This is an optimization exercise on Yosys and OpenROAD, whose aim is a short achievable clock period and few clock cycles, not a production implementation. Only simulation tests tie the RTL to the original design; equivalence was not proved. Power and IR drop assume default switching activity.

`flow/design.v`:
```
module cs4200_core (
    input  wire        clk,
    input  wire        rst,           
    input  wire [29:0] prog_words,    
    output wire [31:0] imem_addr,
    input  wire [31:0] imem_rdata,
    output wire [31:0] dmem_addr,
    input  wire [31:0] dmem_rdata,
    output wire        dmem_we,
    output wire [3:0]  dmem_wstrb,
    output wire [31:0] dmem_wdata,
    output wire        halted,
    output wire        faulted,
    output wire [2:0]  fault_code,
    output wire [31:0] fault_pc,
    output wire [31:0] fault_info,
    input  wire [4:0]  dbg_addr,
    output wire [31:0] dbg_data
);
    localparam [2:0] F_MISALIGNED_DATA   = 3'd1;
    localparam [2:0] F_DMEM_RANGE        = 3'd2;
    localparam [2:0] F_MISALIGNED_TARGET = 3'd3;
    localparam [2:0] F_TARGET_RANGE      = 3'd4;
    localparam [6:0] OP_R      = 7'b0110011;
    localparam [6:0] OP_I      = 7'b0010011;
    localparam [6:0] OP_LOAD   = 7'b0000011;
    localparam [6:0] OP_STORE  = 7'b0100011;
    localparam [6:0] OP_BRANCH = 7'b1100011;
    localparam [6:0] OP_LUI    = 7'b0110111;
    localparam [6:0] OP_AUIPC  = 7'b0010111;
    reg [31:0] pc;                  
    reg        x_valid;
    reg [31:0] x_pc;
    reg [31:0] x_a, x_b;            
    reg [31:0] x_sd;                
    reg [4:0]  x_rd;
    reg        x_wr;                
    reg        x_load, x_store, x_branch;
    reg [2:0]  x_f3;
    reg        x_alt;               
    reg        x_pred;              
    reg        x_tseq;              
    reg [31:0] x_tgt;               
    reg [31:0] x_alt_pc;            
    reg [31:0] regs [1:31];
    reg        halt_q;
    reg        fault_q;
    reg [2:0]  fault_code_q;
    reg [31:0] fault_pc_q;
    reg [31:0] fault_info_q;
    wire [31:0] prog_bytes = {prog_words, 2'b00};
    wire [31:0] sum  = x_a + x_b;
    wire [31:0] diff = x_a - x_b;
    wire        lt_s = $signed(x_a) < $signed(x_b);
    wire        lt_u = x_a < x_b;
    wire        eq   = (x_a == x_b);
    wire [31:0] sra_out = $signed(x_a) >>> x_b[4:0];
    reg [31:0] alu_out;
    always @(*) begin
        case (x_f3)
            3'b000:  alu_out = x_alt ? diff : sum;
            3'b001:  alu_out = x_a << x_b[4:0];
            3'b010:  alu_out = {31'd0, lt_s};
            3'b011:  alu_out = {31'd0, lt_u};
            3'b100:  alu_out = x_a ^ x_b;
            3'b101:  alu_out = x_alt ? sra_out : (x_a >> x_b[4:0]);
            3'b110:  alu_out = x_a | x_b;
            default: alu_out = x_a & x_b;
        endcase
    end
    wire [31:0] maddr = sum;
    wire        mem_access = x_valid && (x_load || x_store);
    wire        mem_misaligned = (x_f3[1:0] == 2'b01 && maddr[0]) ||
                                 (x_f3[1:0] == 2'b10 && maddr[1:0] != 2'b00);
    wire        mem_out_of_range = (maddr[31:12] != 20'd0);
    wire        mem_fault = mem_access && (mem_misaligned || mem_out_of_range);
    wire [31:0] rshift = dmem_rdata >> {maddr[1:0], 3'b000};
    reg  [31:0] load_val;
    always @(*) begin
        case (x_f3)
            3'b000:  load_val = {{24{rshift[7]}}, rshift[7:0]};
            3'b001:  load_val = {{16{rshift[15]}}, rshift[15:0]};
            3'b100:  load_val = {24'd0, rshift[7:0]};
            3'b101:  load_val = {16'd0, rshift[15:0]};
            default: load_val = rshift;
        endcase
    end
    reg [3:0] st_mask;
    always @(*) begin
        case (x_f3[1:0])
            2'b00:   st_mask = 4'b0001;
            2'b01:   st_mask = 4'b0011;
            default: st_mask = 4'b1111;
        endcase
    end
    assign dmem_addr  = maddr;
    assign dmem_we    = x_valid && x_store && !mem_fault;
    assign dmem_wstrb = st_mask << maddr[1:0];
    assign dmem_wdata = x_sd << {maddr[1:0], 3'b000};
    wire [31:0] x_result = x_load ? load_val : alu_out;
    reg br_cond;
    always @(*) begin
        case (x_f3)
            3'b000:  br_cond = eq;
            3'b001:  br_cond = !eq;
            3'b100:  br_cond = lt_s;
            3'b101:  br_cond = !lt_s;
            3'b110:  br_cond = lt_u;
            default: br_cond = !lt_u;
        endcase
    end
    wire br_taken = x_branch && br_cond;
    wire br_fault_misaligned = br_taken && (x_tgt[1:0] != 2'b00);
    wire br_fault_range      = br_taken && (x_tgt > prog_bytes);
    wire br_fault = x_valid && (br_fault_misaligned || br_fault_range);
    wire new_fault = mem_fault || br_fault;
    wire redirect  = x_valid && (x_pred != br_taken) && !(br_taken && x_tseq);
    wire rf_we = x_valid && x_wr && !mem_fault;
    wire [31:0] w      = imem_rdata;
    wire [6:0]  opcode = w[6:0];
    wire [2:0]  funct3 = w[14:12];
    wire [6:0]  funct7 = w[31:25];
    wire [4:0]  d_rd   = w[11:7];
    wire [4:0]  d_rs1  = w[19:15];
    wire [4:0]  d_rs2  = w[24:20];
    wire [31:0] imm_i = {{20{w[31]}}, w[31:20]};
    wire [31:0] imm_s = {{20{w[31]}}, w[31:25], w[11:7]};
    wire [31:0] imm_b = {{19{w[31]}}, w[31], w[7], w[30:25], w[11:8], 1'b0};
    wire [31:0] imm_u = {w[31:12], 12'b0};
    wire is_r   = (opcode == OP_R);
    wire is_i   = (opcode == OP_I);
    wire is_ld  = (opcode == OP_LOAD);
    wire is_st  = (opcode == OP_STORE);
    wire is_br  = (opcode == OP_BRANCH);
    wire is_lui = (opcode == OP_LUI);
    wire is_aui = (opcode == OP_AUIPC);
    wire ok_r  = (funct7 == 7'b0000000) ||
                 (funct7 == 7'b0100000 && (funct3 == 3'b000 || funct3 == 3'b101));
    wire ok_i  = (funct3 == 3'b001) ? (funct7 == 7'b0000000) :
                 (funct3 == 3'b101) ? (funct7 == 7'b0000000 || funct7 == 7'b0100000) : 1'b1;
    wire ok_ld = (funct3 == 3'b000) || (funct3 == 3'b001) || (funct3 == 3'b010) ||
                 (funct3 == 3'b100) || (funct3 == 3'b101);
    wire ok_st = (funct3 == 3'b000) || (funct3 == 3'b001) || (funct3 == 3'b010);
    wire ok_br = (funct3 != 3'b010) && (funct3 != 3'b011);
    wire d_r   = is_r  && ok_r;
    wire d_i   = is_i  && ok_i;
    wire d_ld  = is_ld && ok_ld;
    wire d_st  = is_st && ok_st;
    wire d_br  = is_br && ok_br;
    wire d_wr  = (d_r || d_i || d_ld || is_lui || is_aui) && (d_rd != 5'd0);
    wire byp1 = rf_we && (x_rd == d_rs1);
    wire byp2 = rf_we && (x_rd == d_rs2);
    wire [31:0] rf1 = (d_rs1 == 5'd0) ? 32'd0 : regs[d_rs1];
    wire [31:0] rf2 = (d_rs2 == 5'd0) ? 32'd0 : regs[d_rs2];
    wire [31:0] v1  = byp1 ? x_result : rf1;
    wire [31:0] v2  = byp2 ? x_result : rf2;
    wire [31:0] d_a = is_aui ? pc : is_lui ? 32'd0 : v1;
    wire [31:0] d_b = d_r ? v2 : d_br ? v2 : d_st ? imm_s : (is_lui || is_aui) ? imm_u : imm_i;
    wire [2:0]  d_f3  = (d_r || d_i || d_br || d_ld || d_st) ? funct3 : 3'b000;
    wire        d_alt = (d_r && funct7[5]) || (d_i && funct3 == 3'b101 && funct7[5]);
    wire [31:0] pc4    = pc + 32'd4;
    wire [31:0] tgt    = pc + imm_b;
    wire        d_pred = d_br && w[31];
    wire        fetch_ok = (pc < prog_bytes);
    integer i;
    always @(posedge clk) begin
        if (rst) begin
            pc           <= 32'd0;
            x_valid      <= 1'b0;
            x_load       <= 1'b0;
            x_store      <= 1'b0;
            x_branch     <= 1'b0;
            x_wr         <= 1'b0;
            x_pred       <= 1'b0;
            halt_q       <= 1'b0;
            fault_q      <= 1'b0;
            fault_code_q <= 3'd0;
            fault_pc_q   <= 32'd0;
            fault_info_q <= 32'd0;
            for (i = 1; i < 32; i = i + 1)
                regs[i] <= 32'd0;
        end else begin
            if (rf_we)
                regs[x_rd] <= x_result;
            x_valid  <= fetch_ok && !redirect && !new_fault && !fault_q && !halt_q;
            x_pc     <= pc;
            x_a      <= d_a;
            x_b      <= d_b;
            x_sd     <= v2;
            x_rd     <= d_rd;
            x_wr     <= d_wr;
            x_load   <= d_ld;
            x_store  <= d_st;
            x_branch <= d_br;
            x_f3     <= d_f3;
            x_alt    <= d_alt;
            x_pred   <= d_pred;
            x_tseq   <= (imm_b == 32'd4);
            x_tgt    <= tgt;
            x_alt_pc <= d_pred ? pc4 : tgt;
            if (redirect)
                pc <= x_alt_pc;
            else if (fetch_ok)
                pc <= d_pred ? tgt : pc4;
            if (!fault_q && !halt_q) begin
                if (new_fault) begin
                    fault_q <= 1'b1;
                    fault_pc_q <= x_pc;
                    if (mem_fault) begin
                        fault_code_q <= mem_misaligned ? F_MISALIGNED_DATA : F_DMEM_RANGE;
                        fault_info_q <= maddr;
                    end else begin
                        fault_code_q <= br_fault_misaligned ? F_MISALIGNED_TARGET : F_TARGET_RANGE;
                        fault_info_q <= x_tgt;
                    end
                end else if (!fetch_ok && !redirect) begin
                    halt_q <= 1'b1;
                end
            end
        end
    end
    assign imem_addr  = pc;
    assign halted     = halt_q;
    assign faulted    = fault_q;
    assign fault_code = fault_code_q;
    assign fault_pc   = fault_pc_q;
    assign fault_info = fault_info_q;
    assign dbg_data = (dbg_addr == 5'd0) ? 32'd0 : regs[dbg_addr];
endmodule
```
`flow/run.sh`:
```
#!/bin/bash
# synth_recipe.tcl (not shown) runs the flow's synth.tcl, then flattens the netlist and writes it again
# the make line also repeats each setting of config.mk as NAME=value (left out here)
make -C /OpenROAD-flow-scripts/flow DESIGN_CONFIG=/design/flow/config.mk WORK_HOME=/design/flow/orfs CLKGATE_MAP_FILE= SYNTH_SCRIPT=/design/flow/synth_recipe.tcl finish
```
`flow/config.mk`:
```
export PLATFORM = sky130hd
export DESIGN_NAME = cs4200_core
export DESIGN_NICKNAME = cs4200_core
export VERILOG_FILES = /design/flow/design.v
export SDC_FILE = /design/flow/constraint.sdc
export NUM_CORES = 4
export LEC_CHECK = 0
export CAP_MARGIN = 20
export CORE_MARGIN = 6
export CORE_UTILIZATION = 40
export SLEW_MARGIN = 20
```
`flow/constraint.sdc`:
```
create_clock -name core_clock -period 8.5 [get_ports {clk}]
set_input_delay 1.7000 -clock core_clock [delete_from_list [all_inputs] [get_ports {clk}]]
set_output_delay 1.7000 -clock core_clock [all_outputs]
set_load 0.01 [all_outputs]
```
==> results of run 1 <==
## where the power goes
group          internal [mW]  switching [mW]  total (mW)
clock network           3.91            2.97        6.88
logic                   1.60            2.73        4.32
registers               7.41           0.276        7.69
total                   12.9            5.97        18.9
## final cells by class
class,count,area [sq um]
fill,19102,117000
multi-input combinational,4731,45100
sequential,1331,38900
timing repair buffer,542,5270
clock buffer,183,4070
tap,2838,3550
clock inverter,97,1080
inverter,190,721
antenna,9,22.5
## flip-flops by register name, indices dropped and copies added, names as in the netlist
name,count
fault_code_q,3
fault_info_q,32
fault_pc_q,32
fault_q,1
halt_q,1
pc,32
regs,1024
x_a,32
x_alt,1
x_alt_pc,31
x_b,32
x_branch,1
x_f3,3
x_load,1
x_pc,32
x_pred,1
x_rd,5
x_sd,32
x_store,1
x_tgt,31
x_tseq,1
x_valid,1
x_wr,1
## path summary, 6_finish.rpt
path,from,endpoint,slack (ns)
worst max-delay path,x_b[1],dmem_we,0.42
worst min-delay path,fault_code_q[2],fault_code_q[2],0.47
worst max register to register,x_b[1],regs[9][25],1.05
worst min register to register,fault_code_q[2],fault_code_q[2],0.47
## metal layers
| metal | routed length, microns | track usage |
|---|---|---|
| met3 | 51500 | 0.0980 |
| met5 | 64 | 0 |
| met2 | 168000 | 0.490 |
| met4 | 27000 | 0.184 |
| met1 | 135000 | 0.412 |
## cells by family after synthesis
| group | after synthesis | share of synthesized area |
|---|---|---|
| simple gates | 2167 | 0.106 |
| buf+inv | 862 | 0.0398 |
| fa+ha+maj | 190 | 0.0276 |
| flops | 1331 | 0.448 |
| mux | 1260 | 0.292 |
| compound gates | 996 | 0.0754 |
| xor+xnor | 118 | 0.0119 |
## worst max-delay path: stages, from the launching register on
cell,delay (ns)
edfxtp_1,0.32
buf_4,0.24
inv_1,0.43
fa_1,0.61
nor2b_1,0.19
o31a_1,0.39
o21ai_0,0.29
a2111oi_2,0.78
nor2_1,0.15
xnor2_1,0.35
nor3_1,0.54
and4_1,0.33
and3_1,0.33
clkdlybuf4s50_1,0.61
## layout by cell type (no fill, tap or decap), types with 28 or more instances in the layout
cell             instances
nor2_1                1375
edfxtp_1              1224
mux4_2                1011
nand2_1                329
clkdlybuf4s50_1        286
a21oi_1                270
buf_4                  211
ha_1                   186
o21ai_0                185
inv_1                  182
mux2i_1                176
clkbuf_16              157
dfxtp_1                106
xnor2_1                 83
nand3_1                 78
mux2_2                  73
nor3_1                  72
a211oi_1                67
a31oi_1                 56
a21o_1                  51
o211ai_1                49
xor2_1                  35
o22ai_1                 35
nor2b_1                 33
nand4_1                 33
buf_12                  33
nand2_2                 31
a311oi_1                29
and2_1                  28
and3_1                  28
nand2b_1                28
clkinv_2                28
==> summary.md, run 1 <==
• **GR Overflow Total** 0
• **count of clock tree sinks** 1331
• **final HPWL from detailed placement** 251000 microns
• **Detailed Route WL** 381000 microns
• **routed vias** 68758
• **area post-placement** 0.0935 sq mm
• **first-pass GRT wire length** 525000 microns
• **CP arrival** 6.38 ns
• **share of flip-flops with an asynchronous set or reset after synthesis** 0
• **startpoint type of the worst setup path** flip-flop
• **outcome** complete, no violations
• **hold_ws** 0.470 ns
• **worst-case setup margin in the final layout** 0.418 ns
• **total instance count after detailed placement** 9632
• **1st-iter DRT viols** 11609
• **CP max FO** 19
• **relative slew slack** 0.255
• **pwr dens** 191 mW/mm^2
• **overall power after layout** 18.9 mW
• **count of flip-flops with a built-in enable after synthesis** 1224
• **Gates resized, CTS repair** 0
• **clock slew at the register clock pins of the worst setup and hold paths** 0.06 ns
• **type of the worst setup path** flip-flop to output port
• **final std cell area, no fill** 0.0987 sq mm
• **Placeable Area** 0.215 sq mm
• **synthesized area per cell** 12.6 sq um
• **clk_skew** 0.0542 ns
• **post-detailed-route wirelength per cell** 38.4 microns
• **Initial Util** 0.404
• **WP data required** 6.80 ns
• **setup repair after global routing missed its margin** no
• **library cell with the largest summed area after synthesis** edfxtp_1
• **static leakage** 35.3 nW
• **synthesized flop and latch total** 1331
• **sequential cell area fraction in the yosys report** 0.448
• **count of endpoints failing setup in the final report** 0
• **Port Buf Inserts** 302
• **Die Y-Extent** 478 microns
• **clock period minus final worst setup slack** 8.08 ns
• **largest net degree at the start of global routing** 134
• **fraction of the cycle the final worst path needs** 0.951
• **top achievable clock speed** 0.124 GHz
• **share of layout cells above drive strength 1** 0.244
• **most numerous cell in the Yosys netlist** nor2_1
• **hold path depth** 2
• **GR Util All Layers** 0.323
• **slew of the pin with the lowest slew margin** 1.12 ns
• **Post-DRT Antenna Nets** 0
• **Synth area leaders** edfxtp_1, mux4_2, nor2_1, ha_1, dfxtp_1
• **total number of placement rows** 170
• **post-CTS setup-driven buffer insertion count** 0
• **path depth of the worst reg2reg path** 16
• **CTS H-tree depth** 4
• **Post-Syn Area** 0.0869 sq mm
• **Synth-to-Final Area Change** 13.5%
• **Util after Layout** 0.458
• **ports placed on the boundary** 303
• **type of the worst min-delay path** flip-flop to flip-flop
• **predominant post-synthesis flop cell** edfxtp_1
• **Layout Cells excl Fill** 9921
• **antenna violations before repair** 22
• **Clock Path Buffers** 3
• **Slew Viols, Final** 0
• **number of optimization iterations in the first detailed-route pass** 6
• **number of buffers inserted for hold repair after clock tree synthesis** 0
• **via count of the first global-routing pass** 66095
• **residual DRC count** 0
• **later-pin clock latency in the skew report** 0.84 ns
• **RD Place Congestion** 0.955
• **TritonCTS clock tree** yes
• **list of most frequent post-synthesis cells** nor2_1, edfxtp_1, mux4_2, clkbuf_1, nand2_1
• **distinct cell type count of the synthesized netlist** 100
• **number of endpoints with negative hold slack in the final report** 0
• **sum of negative setup slack** 0 ns
• **share of the synthesized area in the top cell type** 0.423
• **instance count of the mapped netlist** 6924
• **total clock buffers created by CTS** 153
• **Worst setup EP type** output port
• **root buffer selected by CTS** clkbuf_16
• **pre-CTS setup slack** 1.39 ns
• **number of max-cap violations** 0
• **maximum vdd ir drop** 0.203 mV
• **via-per-instance ratio** 6.93
• **Final #Nets** 7240
• **DIE WIDTH** 478 microns
• **YS warnings** 1
• **area of the die** 0.229 sq mm
Testbench counts, summed over its fixed seeds: cycles 87,009.
==> run 2: changes to the inputs <==
--- a/flow/design.v
+++ b/flow/design.v
@@ -42,6 +42,8 @@
     reg        x_tseq;              
     reg [31:0] x_tgt;               
     reg [31:0] x_alt_pc;            
+    reg [63:0] bh_valid;
+    reg [63:0] bh_taken;
     reg [31:0] regs [1:31];
     reg        halt_q;
     reg        fault_q;
@@ -160,7 +162,9 @@
     wire        d_alt = (d_r && funct7[5]) || (d_i && funct3 == 3'b101 && funct7[5]);
     wire [31:0] pc4    = pc + 32'd4;
     wire [31:0] tgt    = pc + imm_b;
-    wire        d_pred = d_br && w[31];
+    wire        st_pred = w[31] || ((d_rs1 == d_rs2) ? (funct3 == 3'b000 || funct3 == 3'b101 || funct3 == 3'b111)
+                                                     : (funct3 == 3'b001 || funct3 == 3'b101 || funct3 == 3'b111));
+    wire        d_pred = d_br && (bh_valid[pc[7:2]] ? bh_taken[pc[7:2]] : st_pred);
     wire        fetch_ok = (pc < prog_bytes);
     integer i;
     always @(posedge clk) begin
@@ -172,6 +176,7 @@
             x_branch     <= 1'b0;
             x_wr         <= 1'b0;
             x_pred       <= 1'b0;
+            bh_valid     <= 64'd0;
             halt_q       <= 1'b0;
             fault_q      <= 1'b0;
             fault_code_q <= 3'd0;
@@ -182,6 +187,10 @@
         end else begin
             if (rf_we)
                 regs[x_rd] <= x_result;
+            if (x_valid && x_branch) begin
+                bh_valid[x_pc[7:2]] <= 1'b1;
+                bh_taken[x_pc[7:2]] <= br_taken;
+            end
             x_valid  <= fetch_ok && !redirect && !new_fault && !fault_q && !halt_q;
             x_pc     <= pc;
             x_a      <= d_a;
--- a/flow/config.mk
+++ b/flow/config.mk
@@ -5,7 +5,9 @@
 export SDC_FILE = /design/flow/constraint.sdc
 export NUM_CORES = 4
 export LEC_CHECK = 0
+export ABC_CLOCK_PERIOD_IN_PS = 4500
 export CAP_MARGIN = 20
 export CORE_MARGIN = 6
 export CORE_UTILIZATION = 40
+export SETUP_SLACK_MARGIN = 3.5
 export SLEW_MARGIN = 20
==> run 2 against run 1 <==
Net effect:
- now fails the layout checks on max-slew violations
- utilization rose by 4.7 points
- sequential share of layout area fell by 3.6 points
- total power rose by 14%
- maximum frequency rose by 29%
- design area rose by 19%
- via count rose by 19%
- first-iteration DRC count rose by 34%
- sequential power rose by 8.1%
- synthesized area rose by 7.7%
- clock power rose by 11%
- critical path depth rose by 3
- highest routed layer unchanged
==> summary.md, run 2 <==
• **total clock buffers created by CTS** 168
• **count of flip-flops with a built-in enable after synthesis** 1288
• **type of the worst min-delay path** flip-flop to flip-flop
• **WP data required** 6.80 ns
• **CP max FO** 6
• **distinct cell type count of the synthesized netlist** 99
• **layer with the highest usage** met2
• **count of endpoints failing setup in the final report** 0
• **final HPWL from detailed placement** 266000 microns
• **most numerous cell in the Yosys netlist** nor2_1
• **CTS H-tree depth** 4
• **instance count of the mapped netlist** 7786
• **clock period minus final worst setup slack** 6.29 ns
• **Post-DRT Antenna Nets** 0
• **Die Y-Extent** 496 microns
• **met2 routing resource usage after global routing** 0.497
• **clock slew at the register clock pins of the worst setup and hold paths** 0.06 ns
• **share of flip-flops with an asynchronous set or reset after synthesis** 0
• **fraction of the cycle the final worst path needs** 0.740
• **path depth of the worst reg2reg path** 23
• **number of optimization iterations in the first detailed-route pass** 10
• **Placeable Area** 0.233 sq mm
• **TritonCTS clock tree** yes
• **met1 layer usage reported by global route** 0.432
• **YS warnings** 1
• **predominant post-synthesis flop cell** edfxtp_1
• **sequential cell area fraction in the yosys report** 0.450
• **number of flip-flops in the largest register** 1024
• **startpoint type of the worst setup path** flip-flop
• **routed vias** 81615
• **list of most frequent post-synthesis cells** nor2_1, edfxtp_1, mux4_2, clkbuf_1, nand2_1
• **causes of the layout check failure** max-slew violations
• **count of clock tree sinks** 1459
• **Slew Viols, Final** 29
• **share of layout cells above drive strength 1** 0.327
• **static leakage** 42.4 nW
• **Detailed Route WL** 462000 microns
• **root buffer selected by CTS** clkbuf_16
• **type of the worst setup path** flip-flop to output port
• **relative slew slack** -0.0259
• **outcome** complete, but fails checks
• **area post-placement** 0.100 sq mm
• **first-pass GRT wire length** 589000 microns
• **Worst setup EP type** output port
• **reported net switching power** 7.02 mW
• **Synth area leaders** edfxtp_1, mux4_2, nor2_1, dfxtp_1, mux2i_1
• **Final #Nets** 8569
• **GR Util All Layers** 0.338
• **post-detailed-route wirelength per cell** 40.2 microns
• **1st-iter DRT viols** 15503
• **share of the synthesized area in the top cell type** 0.413
• **CP arrival** 4.59 ns
• **top achievable clock speed** 0.159 GHz
• **later-pin clock latency in the skew report** 0.88 ns
• **synthesized flop and latch total** 1459
• **ports placed on the boundary** 303
• **Post-Syn Area** 0.0936 sq mm
• **Initial Util** 0.403
• **library cell with the largest summed area after synthesis** edfxtp_1
• **largest net degree at the start of global routing** 94
• **number of fill cells** 19539
• **switching part of the total power** 0.325
• **antenna violations before repair** 39
• **via-per-instance ratio** 7.11
• **GR Overflow Total** 0
• **M3 GR Usage** 0.121
• **Internal** 14.6 mW
• **number of endpoints with negative hold slack in the final report** 0
• **sum of negative setup slack** 0 ns
• **most frequent cells in the layout** edfxtp_1, nor2_1, mux4_2
• **maximum vdd ir drop** 0.229 mV
• **pwr dens** 184 mW/mm^2
• **sequential group share of total power** 0.384
• **Clock Path Buffers** 3
• **clk_skew** 0.0730 ns
• **area of the die** 0.246 sq mm
• **final std cell area, no fill** 0.118 sq mm
• **number of buffers inserted for hold repair after clock tree synthesis** 0
• **hold path depth** 2
• **via count of the first global-routing pass** 74400
• **power share of the combinational group** 0.261
• **Most flops, register** regs
• **Synth-to-Final Area Change** 25.6%
• **slew of the pin with the lowest slew margin** 1.54 ns
• **residual DRC count** 0
• **DIE WIDTH** 496 microns
• **number of max-cap violations** 0
• **setup repair after global routing missed its margin** yes
• **commonest non-fill, non-tap cell in the layout** edfxtp_1
• **RD Place Congestion** 0.990
• **share of power burned in the clock network** 0.355
• **total number of placement rows** 177
• **synthesized area per cell** 12.0 sq um
• **Port Buf Inserts** 302
run 2: changes by cell type after synthesis, sizes merged, moves of 56 or more:
cell    previous run  this run
a21oi            272       381
clkbuf           462       561
dfxtp            107       171
edfxtp          1224      1288
mux2i            176       254
mux4            1011       955
nand3            100       158
nor2            1380      1462
o21ai            192       332
run 2: worst paths after layout:
check	from	end	slack, ns
setup / recovery	x_b[0]	dmem_we	2.21
hold / removal	bh_valid[58]	bh_valid[58]	0.46
setup reg to reg	x_b[0]	regs[16][17]	3.22
hold reg to reg	bh_valid[58]	bh_valid[58]	0.46
run 2: what timing repair did:
| action | 4_1_cts | 5_1_grt |
|---|---|---|
| buffers inserted | 224 | 170 |
| pin swaps | 70 | 96 |
| resized for setup | 847 | 728 |
| gates cloned | 42 | 69 |
| endpoints found under the setup margin | 2385 | 2074 |
run 2: critical path, cell delays in order (launching register included):
cell      delay, ns
edfxtp_1       0.50
ha_2           0.25
inv_2          0.05
fa_2           0.36
nor2b_4        0.17
o31ai_4        0.10
buf_6          0.14
a221o_4        0.43
buf_6          0.15
a211oi_4       0.25
nor2_2         0.07
xnor2_2        0.17
nor4b_2        0.39
nand4_1        0.21
nor2_2         0.17
and3_4         0.22
buf_6          0.10
run 2: logic make-up (layout without fill, tap and decap cells):
group / after synthesis / count (layout) / share of synthesized area
and+or+nand+nor: 2427 / 2441 / 0.114
DFF: 1459 / 1459 / 0.450
AOI/OAI and AO/OA: 1331 / 1333 / 0.0920
muxes: 1287 / 1287 / 0.266
buffers and inverters: 964 / 1578 / 0.0405
adders and majority gates: 194 / 194 / 0.0262
xor gates and xnor gates: 124 / 124 / 0.0117
other: 0 / 23 / 0
run 2: power groups by stage:
stage | combinational (mW) | sequential [mW] | clock [mW]
finish | 5.64 | 8.31 | 7.67
global route | 5.72 | 8.32 | 7.96
CTS | 5.04 | 8.28 | 7.66
detailed placement | 4.38 | 8.47 | 0
global placement | 4.37 | 8.45 | 0
floorplan | 2.62 | 8.32 | 0
run 2: final cells by class:
type	count	area [sq um]	area share
multi-input cells	5379	51800	0.441
flip-flops and latches	1459	42100	0.358
repair buffers	1045	13200	0.112
clock buffers	218	4550	0.0387
well taps	3043	3810	0.0324
clock inverters	94	1150	0.00982
inverters	221	866	0.00737
diodes	23	57.6	0.000490
run 2: metrics by stage:
stage	total power, mW	util	cells	hold slack, ns	setup slack (ns)
4_1_cts	21.0	0.480	11216	0.468	2.26
2_1_floorplan	10.9	-	7786	0.431	3.02
3_3_place_gp	12.8	0.431	10637	0.442	1.47
6_report	21.6	0.506	11482	0.461	2.21
5_1_grt	22.0	0.505	11461	0.486	2.13
3_5_place_dp	12.8	0.431	10638	0.454	1.47
run 2: metal layers:
layer / wire length [microns] / vias to the layer above
met4: 41100 / 52
li1: - / 31092
met1: 152000 / 40490
met2: 192000 / 7915
met5: 1260 / -
met3: 75800 / 2066
Testbench counts of run 2, summed over its fixed seeds: cycles 83,761.
==> run 3: changes to the inputs <==
--- a/flow/design.v
+++ b/flow/design.v
@@ -70,13 +70,18 @@
             default: alu_out = x_a & x_b;
         endcase
     end
-    wire [31:0] maddr = sum;
+    wire [12:0] lo_sum = {1'b0, x_a[11:0]} + {1'b0, x_b[11:0]};
+    wire [19:0] hx = x_a[31:12] ^ x_b[31:12];
+    wire [18:0] ho = x_a[30:12] | x_b[30:12];
+    wire        hi_rest = &(hx[19:1] ~^ ho[18:0]);
+    wire        hi_zero = hi_rest && (hx[0] == lo_sum[12]);
+    wire [31:0] maddr = sum;        
     wire        mem_access = x_valid && (x_load || x_store);
-    wire        mem_misaligned = (x_f3[1:0] == 2'b01 && maddr[0]) ||
-                                 (x_f3[1:0] == 2'b10 && maddr[1:0] != 2'b00);
-    wire        mem_out_of_range = (maddr[31:12] != 20'd0);
+    wire        mem_misaligned = (x_f3[1:0] == 2'b01 && lo_sum[0]) ||
+                                 (x_f3[1:0] == 2'b10 && lo_sum[1:0] != 2'b00);
+    wire        mem_out_of_range = !hi_zero;
     wire        mem_fault = mem_access && (mem_misaligned || mem_out_of_range);
-    wire [31:0] rshift = dmem_rdata >> {maddr[1:0], 3'b000};
+    wire [31:0] rshift = dmem_rdata >> {lo_sum[1:0], 3'b000};
     reg  [31:0] load_val;
     always @(*) begin
         case (x_f3)
@@ -95,10 +100,10 @@
             default: st_mask = 4'b1111;
         endcase
     end
-    assign dmem_addr  = maddr;
+    assign dmem_addr  = {20'd0, lo_sum[11:0]};
     assign dmem_we    = x_valid && x_store && !mem_fault;
-    assign dmem_wstrb = st_mask << maddr[1:0];
-    assign dmem_wdata = x_sd << {maddr[1:0], 3'b000};
+    assign dmem_wstrb = st_mask << lo_sum[1:0];
+    assign dmem_wdata = x_sd << {lo_sum[1:0], 3'b000};
     wire [31:0] x_result = x_load ? load_val : alu_out;
     reg br_cond;
     always @(*) begin
--- a/flow/config.mk
+++ b/flow/config.mk
@@ -9,5 +9,5 @@
 export CAP_MARGIN = 20
 export CORE_MARGIN = 6
 export CORE_UTILIZATION = 40
-export SETUP_SLACK_MARGIN = 3.5
+export SETUP_SLACK_MARGIN = 4.0
 export SLEW_MARGIN = 20
==> run 3 against run 2 <==
Net effect:
- the layout fails its checks (max-capacitance violations, max-slew violations)
- critical path depth is 7 lower
- utilization grew 0.11 points
- worst setup slack better by 0.71 ns
- global-route usage decreased by 0.70 points
- flip-flop and latch count stayed put
- sequential share of layout area increased by 0.23 points
- combinational power is essentially flat
- total power is 1.5% lower
- via count down 3.9%
- critical endpoint is now dbg_data[14]
- largest cell class unchanged
- highest routed layer unchanged
==> summary.md, run 3 <==
• **outcome** complete, but fails checks
• **causes of the layout check failure** max-capacitance violations, max-slew violations
• **Most flops, register** regs
• **largest net degree at the start of global routing** 123
• **sequential cell area fraction in the yosys report** 0.452
• **number of endpoints with negative hold slack in the final report** 0
• **later-pin clock latency in the skew report** 0.87 ns
• **share of the synthesized area in the top cell type** 0.416
• **area of the die** 0.244 sq mm
• **number of max-cap violations** 2
• **Clock Path Buffers** 3
• **share of flip-flops with an asynchronous set or reset after synthesis** 0
• **1st-iter DRT viols** 13227
• **GR Util All Layers** 0.331
• **count of endpoints failing setup in the final report** 0
• **Synth-to-Final Area Change** 25.5%
• **type of the worst min-delay path** flip-flop to flip-flop
• **Synth area leaders** edfxtp_1, mux4_2, nor2_1, dfxtp_1, ha_1
• **power share of the combinational group** 0.265
• **M3 GR Usage** 0.113
• **slew of the pin with the lowest slew margin** 1.52 ns
• **post-detailed-route wirelength per cell** 38.7 microns
• **met1 layer usage reported by global route** 0.413
• **setup repair after global routing missed its margin** yes
• **relative slew slack** -0.0160
• **predominant post-synthesis flop cell** edfxtp_1
• **reported net switching power** 6.86 mW
• **count of clock tree sinks** 1459
• **static leakage** 41.6 nW
• **Util after Layout** 0.507
• **synthesized flop and latch total** 1459
• **count of flip-flops with a built-in enable after synthesis** 1288
• **pwr dens** 182 mW/mm^2
• **met2 routing resource usage after global routing** 0.492
• **number of fill cells** 19245
• **YS warnings** 1
• **antenna violations before repair** 42
• **clock period minus final worst setup slack** 5.58 ns
• **RD Place Congestion** 1.01
• **ports placed on the boundary** 303
• **top achievable clock speed** 0.179 GHz
• **number of optimization iterations in the first detailed-route pass** 12
• **startpoint type of the worst setup path** input port
• **DIE WIDTH** 494 microns
• **Placeable Area** 0.231 sq mm
• **fraction of the cycle the final worst path needs** 0.657
• **Post-DRT Antenna Nets** 0
• **routed vias** 78396
• **Die Y-Extent** 494 microns
• **Slew Viols, Final** 12
• **total instance count after detailed placement** 10355
• **library cell with the largest summed area after synthesis** edfxtp_1
• **list of most frequent post-synthesis cells** nor2_1, edfxtp_1, mux4_2, clkbuf_1, a21oi_1
• **switching part of the total power** 0.322
• **Post-Syn Area** 0.0931 sq mm
• **Initial Util** 0.404
• **Worst setup EP type** output port
• **clk_skew** 0.0752 ns
• **sequential group share of total power** 0.391
• **via-per-instance ratio** 6.99
• **Internal** 14.5 mW
• **Layout Cells excl Fill** 11220
• **residual DRC count** 0
• **WP data required** 6.80 ns
• **first-pass GRT wire length** 574000 microns
• **total clock buffers created by CTS** 165
• **number of buffers inserted for hold repair after clock tree synthesis** 0
• **final HPWL from detailed placement** 256000 microns
• **layer with the highest usage** met2
• **number of flip-flops in the largest register** 1024
• **via count of the first global-routing pass** 72838
• **instance count of the mapped netlist** 7540
• **CTS H-tree depth** 4
• **CP arrival** 3.88 ns
• **share of power burned in the clock network** 0.344
• **root buffer selected by CTS** clkbuf_16
• **most numerous cell in the Yosys netlist** nor2_1
• **synthesized area per cell** 12.3 sq um
• **share of layout cells above drive strength 1** 0.354
• **sum of negative setup slack** 0 ns
• **type of the worst setup path** input port to output port
• **CP max FO** 8
• **most frequent cells in the layout** nor2_1, edfxtp_1, mux4_2
• **clock slew at the register clock pins of the worst setup and hold paths** 0.06 ns
• **Port Buf Inserts** 282
• **commonest non-fill, non-tap cell in the layout** nor2_1
• **total number of placement rows** 176
• **Detailed Route WL** 434000 microns
• **distinct cell type count of the synthesized netlist** 103
• **maximum vdd ir drop** 0.210 mV
• **Final #Nets** 8320
• **GR Overflow Total** 0
• **TritonCTS clock tree** yes
[run 3: changes by cell type after synthesis, sizes merged, moves of 36 or more]
cell	previous run	this run
buf	182	238
clkbuf	561	489
mux2i	254	162
mux4	955	1044
nand3	158	89
nor3	109	73
o221ai	57	13
[run 3: timing repair]
action / in CTS / in global routing
gates cloned: 67 / 35
setup buffers: 284 / 142
pin swaps: 87 / 245
resized for setup: 1044 / 665
endpoints found under the setup margin: 2405 / 1675
[run 3: metrics by stage]
| stage | cell area (sq um) | setup WS [ns] | hold slack [ns] | total power [mW] |
|---|---|---|---|---|
| final | 117000 | 2.92 | 0.458 | 21.3 |
| after global routing | 117000 | 2.92 | 0.485 | 21.7 |
| after CTS | 112000 | 2.90 | 0.455 | 20.7 |
| after detailed placement | 99200 | 1.59 | 0.446 | 12.7 |
| after global placement | 99200 | 1.61 | 0.443 | 12.7 |
| after floorplan | 93900 | 3.48 | 0.429 | 10.9 |
[run 3: cell families (layout without fill, tap and decap cells)]
group           after synthesis  after routing  synth area share
compound gates             1211           1215            0.0811
xor+xnor                    145            145            0.0136
fa+ha+maj                   194            194            0.0263
buf+inv                     916           1499            0.0396
flops                      1459           1459             0.452
mux                        1288           1288             0.280
other cells                   1             51         0.0000403
simple gates               2326           2343             0.107
[run 3: per-layer routing]
layer / part of all wire / wire, microns / up-vias
met5: 0.00039 / 169 / -
li1: - / - / 30087
met2: 0.43 / 187000 / 7429
met3: 0.15 / 64800 / 1681
met1: 0.34 / 146000 / 39181
met4: 0.082 / 35700 / 18
[run 3: final timing paths]
kind	endpoint	start	cells after the start	slack, ns
max	dbg_data[14]	dbg_addr[0]	9	2.92
min	bh_valid[9]	bh_valid[9]	2	0.46
max reg2reg	bh_taken[23]	x_b[0]	24	3.62
min reg2reg	bh_valid[9]	bh_valid[9]	2	0.46
[run 3: power groups by stage]
stage / Clock [mW] / Combinational (mW) / Sequential (mW)
global placement: 0 / 4.19 / 8.48
global route: 7.64 / 5.73 / 8.34
detailed placement: 0 / 4.20 / 8.49
CTS: 7.34 / 5.04 / 8.30
floorplan: 0 / 2.62 / 8.33
finish: 7.34 / 5.64 / 8.33
[run 3: layout make-up]
class,count,area (sq um),share of cell area
clock buffers,200,4370,0.0374
clock inverters,105,1080,0.00928
multi-input cells,5205,52100,0.446
inverters,189,769,0.00659
well taps,3026,3790,0.0324
repair inverters,2,17.5,0.000150
diodes,31,77.6,0.000664
flip-flops and latches,1459,42100,0.360
repair buffers,1003,12500,0.107
[run 3: critical path, stage by stage]
cell,delay [ns]
buf_16,0.10
buf_16,0.14
buf_6,0.11
buf_12,0.12
mux4_2,0.50
mux4_2,0.54
mux2i_4,0.38
nor2_1,0.10
buf_2,0.15
Testbench counts of run 3, summed over its fixed seeds: cycles 83,761.
==> run 4: changes to the inputs <==
--- a/flow/design.v
+++ b/flow/design.v
@@ -45,6 +45,15 @@
     reg [63:0] bh_valid;
     reg [63:0] bh_taken;
     reg [31:0] regs [1:31];
+    reg [31:1] zf;
+    wire [31:0] rf_all [0:31];
+    assign rf_all[0] = 32'd0;
+    genvar g;
+    generate
+        for (g = 1; g < 32; g = g + 1) begin : rf_rd
+            assign rf_all[g] = regs[g];
+        end
+    endgenerate
     reg        halt_q;
     reg        fault_q;
     reg [2:0]  fault_code_q;
@@ -123,6 +132,10 @@
     wire new_fault = mem_fault || br_fault;
     wire redirect  = x_valid && (x_pred != br_taken) && !(br_taken && x_tseq);
     wire rf_we = x_valid && x_wr && !mem_fault;
+    wire        x_addop  = (x_f3 == 3'b000) && !x_load && !x_store && !x_branch;
+    wire [31:0] zx       = x_a ^ x_b;
+    wire        add_zero = !zx[0] && (&(zx[31:1] ~^ (x_a[30:0] | x_b[30:0])));
+    wire        x_zero   = x_alt ? eq : add_zero;
     wire [31:0] w      = imem_rdata;
     wire [6:0]  opcode = w[6:0];
     wire [2:0]  funct3 = w[14:12];
@@ -157,8 +170,8 @@
     wire d_wr  = (d_r || d_i || d_ld || is_lui || is_aui) && (d_rd != 5'd0);
     wire byp1 = rf_we && (x_rd == d_rs1);
     wire byp2 = rf_we && (x_rd == d_rs2);
-    wire [31:0] rf1 = (d_rs1 == 5'd0) ? 32'd0 : regs[d_rs1];
-    wire [31:0] rf2 = (d_rs2 == 5'd0) ? 32'd0 : regs[d_rs2];
+    wire [31:0] rf1 = rf_all[d_rs1];
+    wire [31:0] rf2 = rf_all[d_rs2];
     wire [31:0] v1  = byp1 ? x_result : rf1;
     wire [31:0] v2  = byp2 ? x_result : rf2;
     wire [31:0] d_a = is_aui ? pc : is_lui ? 32'd0 : v1;
@@ -169,7 +182,13 @@
     wire [31:0] tgt    = pc + imm_b;
     wire        st_pred = w[31] || ((d_rs1 == d_rs2) ? (funct3 == 3'b000 || funct3 == 3'b101 || funct3 == 3'b111)
                                                      : (funct3 == 3'b001 || funct3 == 3'b101 || funct3 == 3'b111));
-    wire        d_pred = d_br && (bh_valid[pc[7:2]] ? bh_taken[pc[7:2]] : st_pred);
+    wire [4:0]  zr_idx   = (d_rs2 == 5'd0) ? d_rs1 : d_rs2;
+    wire        zr_xw    = x_valid && x_wr && (x_rd == zr_idx);
+    wire        zr_val   = (zr_idx == 5'd0) ? 1'b1 : zr_xw ? x_zero : zf[zr_idx];
+    wire        zr_known = (funct3[2:1] == 2'b00) && ((d_rs1 == 5'd0) || (d_rs2 == 5'd0)) &&
+                           !(zr_xw && !x_addop);
+    wire        d_pred = d_br && (zr_known ? (zr_val ^ funct3[0]) :
+                                  bh_valid[pc[7:2]] ? bh_taken[pc[7:2]] : st_pred);
     wire        fetch_ok = (pc < prog_bytes);
     integer i;
     always @(posedge clk) begin
@@ -189,9 +208,12 @@
             fault_info_q <= 32'd0;
             for (i = 1; i < 32; i = i + 1)
                 regs[i] <= 32'd0;
+            zf           <= {31{1'b1}};
         end else begin
-            if (rf_we)
+            if (rf_we) begin
                 regs[x_rd] <= x_result;
+                zf[x_rd]   <= (x_result == 32'd0);
+            end
             if (x_valid && x_branch) begin
                 bh_valid[x_pc[7:2]] <= 1'b1;
                 bh_taken[x_pc[7:2]] <= br_taken;
@@ -239,5 +261,5 @@
     assign fault_code = fault_code_q;
     assign fault_pc   = fault_pc_q;
     assign fault_info = fault_info_q;
-    assign dbg_data = (dbg_addr == 5'd0) ? 32'd0 : regs[dbg_addr];
+    assign dbg_data = rf_all[dbg_addr];
 endmodule
--- a/flow/config.mk
+++ b/flow/config.mk
@@ -6,8 +6,8 @@
 export NUM_CORES = 4
 export LEC_CHECK = 0
 export ABC_CLOCK_PERIOD_IN_PS = 4500
-export CAP_MARGIN = 20
+export CAP_MARGIN = 30
 export CORE_MARGIN = 6
 export CORE_UTILIZATION = 40
 export SETUP_SLACK_MARGIN = 4.0
-export SLEW_MARGIN = 20
+export SLEW_MARGIN = 40
==> run 4 against run 3 <==
Net effect:
- the flow now stops in global routing
- synthesized area fell by 6.0%
- synthesized cell count rose by 16%
==> summary.md, run 4 <==
• **distinct cell type count of the synthesized netlist** 98
• **Initial Util** 0.403
• **list of most frequent post-synthesis cells** nor2_1, edfxtp_1, clkbuf_1, a22oi_1, a22o_1
• **number of buffers inserted for hold repair after clock tree synthesis** 0
• **share of the synthesized area in the top cell type** 0.431
• **GR Util All Layers** 0.631
• **synthesized flop and latch total** 1458
• **Synth area leaders** edfxtp_1, nor2_1, a22oi_1, dfxtp_1, a22o_1
• **count of flip-flops with a built-in enable after synthesis** 1256
• **most numerous cell in the Yosys netlist** nor2_1
• **share of flip-flops with an asynchronous set or reset after synthesis** 0
• **count of clock tree sinks** 1458
• **Post-Syn Area** 0.0874 sq mm
• **Die Y-Extent** 480 microns
• **synthesized area per cell** 9.97 sq um
• **ports placed on the boundary** 303
• **predominant post-synthesis flop cell** edfxtp_1
• **YS warnings** 1
• **DIE WIDTH** 480 microns
• **pre-CTS setup slack** 1.43 ns
• **largest net degree at the start of global routing** 94
• **total clock buffers created by CTS** 165
• **outcome** did not finish
• **final HPWL from detailed placement** 376000 microns
• **sequential cell area fraction in the yosys report** 0.478
• **error message** [ERROR GRT-0232] Routing congestion too high. Check the congestion heatmap in the GUI.
• **stopping stage** global routing
• **RD Place Congestion** 1.08
• **instance count of the mapped netlist** 8769
• **Clock Path Buffers** 3
• **total number of placement rows** 171
• **GR Overflow Total** 7
• **library cell with the largest summed area after synthesis** edfxtp_1
• **Port Buf Inserts** 282
• **root buffer selected by CTS** clkbuf_16
• **CTS H-tree depth** 4
## run 4: changes by cell type after synthesis, moves of 32 or more
cell,delta
buf_2,-49
clkbuf_1,+180
a222oi_1,+93
nand2_1,+63
nand4_1,+187
mux4_2,-980
nor3_1,+49
mux2i_1,+40
a22oi_1,+554
a22o_1,+442
a221oi_1,+402
nand3_1,+120
edfxtp_1,-32
## run 4: worst max-delay path by stage
stage | start | end | slack [ns] | cells past startpoint
CTS | dbg_addr[3] | dbg_data[23] | 3.02 | 11
detailed placement | x_b[0] | zf[4] | 1.43 | 15
global placement | x_b[0] | zf[31] | 1.03 | 15
floorplan | x_b[0] | dmem_wdata[10] | 3.27 | 13
## run 4: cell families after synthesis
family / synth area share
AO/OA/AOI/OAI: 0.236
XOR/XNOR: 0.0173
adder cells (fa/ha/maj): 0.0302
buffers and inverters: 0.0455
flip-flops: 0.478
multiplexers: 0.0473
other: 0.0000429
AND/OR/NAND/NOR: 0.146
## run 4: power groups by stage
| stage | Combinational, mW | Sequential (mW) | Clock [mW] |
|---|---|---|---|
| after floorplan | 2.02 | 8.32 | 0 |
| after global placement | 3.77 | 8.55 | 0 |
| after detailed placement | 3.81 | 8.53 | 0 |
| after CTS | 5.21 | 8.34 | 7.53 |
## run 4: routing by layer
layer  GRT usage  GRT overflow
met5       0.326             0
met4       0.620             0
met3       0.478             0
met2       0.772             5
met1       0.640             2
## run 4: per-stage QoR
stage / instances / instance area (sq um)
floorplan: 8788 / 88100
global placement: 11514 / 95900
CTS: 12731 / 123000
detailed placement: 11541 / 96900
## run 4: timing repair
action	CTS
buffers inserted	660
endpoints found under the setup margin	2398
resized for setup	2363
pin swaps	403
endpoints found under the hold margin	0
cloned	224
Testbench counts of run 4, summed over its fixed seeds: cycles 82,748.

port drivers added, routing unchanged:
How much do the figures lean on ideal ports? The routed layouts below were timed once more, with nothing changed but the port constraints.
Step 1 sets driving cells, clkbuf_16 on the clock port and buf_2 on the other inputs (assumed; they add their load-dependent delay and slew).
Step 2 times the ports against the registers' clock, not the clock port: input delays grow and output delays shrink by t, the midpoint of the rising clock arrivals with the driver on.
Slacks: ideal ports / drivers / drivers and shift; pairs: ideal ports / drivers.
run | t (ns) | setup slack, ns | hold WS [ns] | worst setup path after step 2 | worst register clock-pin slew, ns
run 1 | 0.903 | 0.418 / 0.327 / 1.054 | 0.470 / 0.470 / 0.470 | register to register | 0.08 / 0.08
run 2 | 0.936 | 2.211 / 2.109 / 2.143 | 0.461 / 0.461 / 0.461 | input to output | 0.07 / 0.07
run 3 | 0.927 | 2.918 / 2.309 / 2.309 | 0.458 / 0.458 / 0.458 | input to output | 0.08 / 0.08
The setup slack of run 3, which loses most, moves by -0.609 ns with the drivers and by -0.609 ns with both steps.
